This design comes from an exercise in tuning for small area, a short achievable clock period and few clock cycles per item on the open sky130 flow, not from production work. Function was checked by simulation only, so behaviour that the tests miss may differ from the original. No activity file was given, so power comes from the tool's default toggle rates.

## main
## ioc_audio_enc
module ioc_audio_enc (
    input  wire        clk,
    input  wire        rst,
    input  wire [1:0]  cfg_coding,
    input  wire        cfg_word_sel,
    input  wire [63:0] now_us,
    input  wire        in_valid,
    output wire        in_ready,
    input  wire [63:0] in_frame,
    output reg         out_valid,
    input  wire        out_ready,
    output reg  [7:0]  out_data,
    output reg         out_last,
    output reg  [31:0] bad_cnt
);
==> flow/config.mk <==
export PLATFORM = sky130hd
export DESIGN_NAME = ioc_audio_enc
export DESIGN_NICKNAME = ioc_audio_enc
export VERILOG_FILES = /design/flow/design.v
export SDC_FILE = /design/flow/constraint.sdc
export NUM_CORES = 4
export LEC_CHECK = 0
export CAP_MARGIN = 20
export CORE_MARGIN = 2
export CORE_UTILIZATION = 40
export CTS_BUF_LIST = sky130_fd_sc_hd__clkbuf_8
export CTS_CLUSTER_SIZE = 24
export PLACE_DENSITY = 0.6
export SLEW_MARGIN = 20
==> flow/constraint.sdc <==
create_clock -name core_clock -period 9.0 [get_ports {clk}]
set_input_delay 1.8000 -clock core_clock [delete_from_list [all_inputs] [get_ports {clk}]]
set_output_delay 1.8000 -clock core_clock [all_outputs]
set_load 0.01 [all_outputs]
standard.sh (not shown) runs the stock make flow with config.mk's settings and CLKGATE_MAP_FILE= SYNTH_SCRIPT=/design/flow/synth_recipe.tcl, a recipe that flattens the netlist after the stock synthesis.
==> flow/flow/run.sh <==
#!/bin/bash
set -euo pipefail
bash standard.sh synth > step_synth.log 2>&1
export SETUP_SLACK_MARGIN=6
export POST_GLOBAL_PLACE_TCL="$PWD/flow/port_bufs.tcl"
bash standard.sh finish > step_layout.log 2>&1
==> flow/flow/port_bufs.tcl <==
# POST_GLOBAL_PLACE hook: buffer_ports gives every port a clkdlybuf4s50_1
# (a delay cell). Swap those port buffers for plain buf_1 cells; the resize
# and repair steps that follow size them as the loads need.
set n 0
foreach inst [[ord::get_db_block] getInsts] {
  if {[[$inst getMaster] getName] eq "sky130_fd_sc_hd__clkdlybuf4s50_1"
      && [regexp {^(input|output)[0-9]+$} [$inst getName]]} {
    replace_cell [$inst getName] sky130_fd_sc_hd__buf_1
    incr n
  }
}
puts "port_bufs.tcl: $n port buffers now sky130_fd_sc_hd__buf_1"
Testbench counts of main, summed over its fixed seeds: cycles 45,984, blocks 96.
### main -> the feature branch
Settings: CTS_BUF_LIST changed from sky130_fd_sc_hd__clkbuf_8 to sky130_fd_sc_hd__clkbuf_4 sky130_fd_sc_hd__clkbuf_8; PLACE_DENSITY changed from 0.6 to 0.65; CORE_UTILIZATION changed from 40 to 55; CTS_CLUSTER_SIZE changed from 24 to 16.
Results
main completed; timing, DRC and antenna clean
The feature branch completed end to end with timing, DRC and antenna clean.
Against main as the reference, the feature branch delivers a higher total of clock buffers placed in the layout.
Diff main -> the feature branch: post-cts resize count rose 0.61%, cell area shrank by 160 sq um, met3 routed wirelength fell by about 10%.
Diff main -> the feature branch: met3 capacity usage during global routing saw an increase, area added between synthesis and finish fell 0.54 points.
Compared with main, the feature branch is hungrier on power.
In the feature branch, the global-route wire length before repair came out about 1% below the value in main.

========
ioc_audio_enc, a different RTL version from the one above (not shown whole).
For scale: about 2300 cells after synthesis, ~180 I/O pins, roughly 30000 um^2 of cells after synthesis.
clock: 9.0 ns
lec_check: 0
cap_margin: 20
core_margin: 2
core_utilization: 62
cts_buf_list: sky130_fd_sc_hd__clkbuf_16
cts_cluster_diameter: 150
cts_cluster_size: 24
place_density: 0.7
slew_margin: 20
==> flow/flow/run.sh <==
#!/bin/bash
set -euo pipefail
bash standard.sh synth > step_synth.log 2>&1
export SETUP_SLACK_MARGIN=6.2
export POST_GLOBAL_PLACE_TCL="$PWD/flow/port_bufs.tcl"
bash standard.sh finish > step_layout.log 2>&1
Scripts as last shown in full above: flow/flow/port_bufs.tcl
Testbench counts at the start, summed over its fixed seeds: cycles 45,984, blocks 96.
Change:
==> flow/flow/run.sh (replaced) <==
#!/bin/bash
set -euo pipefail
bash standard.sh synth > step_synth.log 2>&1
export SETUP_SLACK_MARGIN=5.8
export POST_GLOBAL_PLACE_TCL="$PWD/flow/port_bufs.tcl"
bash standard.sh finish > step_layout.log 2>&1
=> The changed run passed the timing, design-rule and antenna checks. Global-route usage shrinks by 0.55 points. Sequential power hardly moves. Routed wire length shrinks by 4.3%. Via count shrinks by 3.3%. Count of clock-buffer cells in the layout stays the same.
Change:
==> flow/flow/run.sh (replaced) <==
#!/bin/bash
set -euo pipefail
bash standard.sh synth > step_synth.log 2>&1
export SETUP_SLACK_MARGIN=6
export POST_GLOBAL_PLACE_TCL="$PWD/flow/port_bufs.tcl"
bash standard.sh finish > step_layout.log 2>&1
Settings changed: CORE_UTILIZATION 62 to 55, CTS_BUF_LIST sky130_fd_sc_hd__clkbuf_16 to sky130_fd_sc_hd__clkbuf_8, CTS_CLUSTER_SIZE 24 to 16, PLACE_DENSITY 0.7 to 0.65.
=> The changed run passed the timing, design-rule and antenna checks; synthesized cell count is unchanged; setup slack improves by 0.059 ns; wire length came out higher by a few percent; cell area rose by a few percent.
Change:
Settings changed: CORE_UTILIZATION 55 to 66, CTS_BUF_LIST sky130_fd_sc_hd__clkbuf_8 to sky130_fd_sc_hd__clkbuf_16, CTS_CLUSTER_SIZE 16 to 24, PLACE_DENSITY 0.65 to 0.75.
=> Final cell count shrinks by a few percent; non-clock buffer count decreases by 31; die area went down by about a fifth; fmax grows by a few percent; area after synthesis is unchanged.
Change:
Settings changed: CORE_UTILIZATION 66 to 55, PLACE_DENSITY 0.75 to 0.65.
Effect:
- die area goes up by 20%
- synthesized cell count does not change
- global-route usage goes down by 5.9 points
Change:
Settings changed: CORE_UTILIZATION 55 to 62, PLACE_DENSITY 0.65 to 0.7.
Register-to-register slack hardly moves.
Die area came out lower by 11%.
Global-route usage rises by 2.7 points.
Via count grows by 0.43%.

-- port drivers added, routing unchanged --
The results above use ideal ports. As a check the final layouts listed here were re-extracted and re-timed, cells and wires unchanged. Step 1 (the two cells are an assumption about what drives the block):
set clk [get_ports {clk}]
set_driving_cell -lib_cell sky130_fd_sc_hd__clkbuf_16 $clk
set_driving_cell -lib_cell sky130_fd_sc_hd__buf_2 [delete_from_list [all_inputs] $clk]
Step 2 times the ports against the registers' clock, not the clock port: input delays grow and output delays shrink by t, the midpoint of the rising clock arrivals with the driver on. a / b / c = ideal / step 1 / step 2; a / b = the first two.
| run | t, ns | setup slack, ns | worst setup path after step 2 | slew at the worst register clock pin (ns) |
|---|---|---|---|---|
| main | 0.754 | 5.658 / 5.658 / 5.397 | input to register | 0.07 / 0.07 |
| the feature branch | 0.732 | 5.783 / 5.783 / 5.442 | input to register | 0.07 / 0.07 |
| the first run of note 2 | 0.627 | 5.995 / 5.941 / 5.402 | input to register | 0.10 / 0.10 |
| the second run of note 2 | 0.624 | 5.868 / 5.810 / 5.388 | input to register | 0.10 / 0.10 |
| the third run of note 2 | 0.728 | 5.927 / 5.870 / 5.398 | input to register | 0.12 / 0.12 |
| the fourth run of note 2 | 0.629 | 6.002 / 5.943 / 5.427 | input to register | 0.10 / 0.10 |
| the fifth run of note 2 | 0.629 | 6.006 / 5.949 / 5.418 | input to register | 0.10 / 0.10 |
| the sixth run of note 2 | 0.637 | 5.994 / 5.935 / 5.431 | input to register | 0.10 / 0.10 |
After both steps setup and hold are still met in every run listed. For the first run of note 2, which loses most, drivers alone change the setup slack by -0.054 ns; drivers and shift together by -0.593 ns.
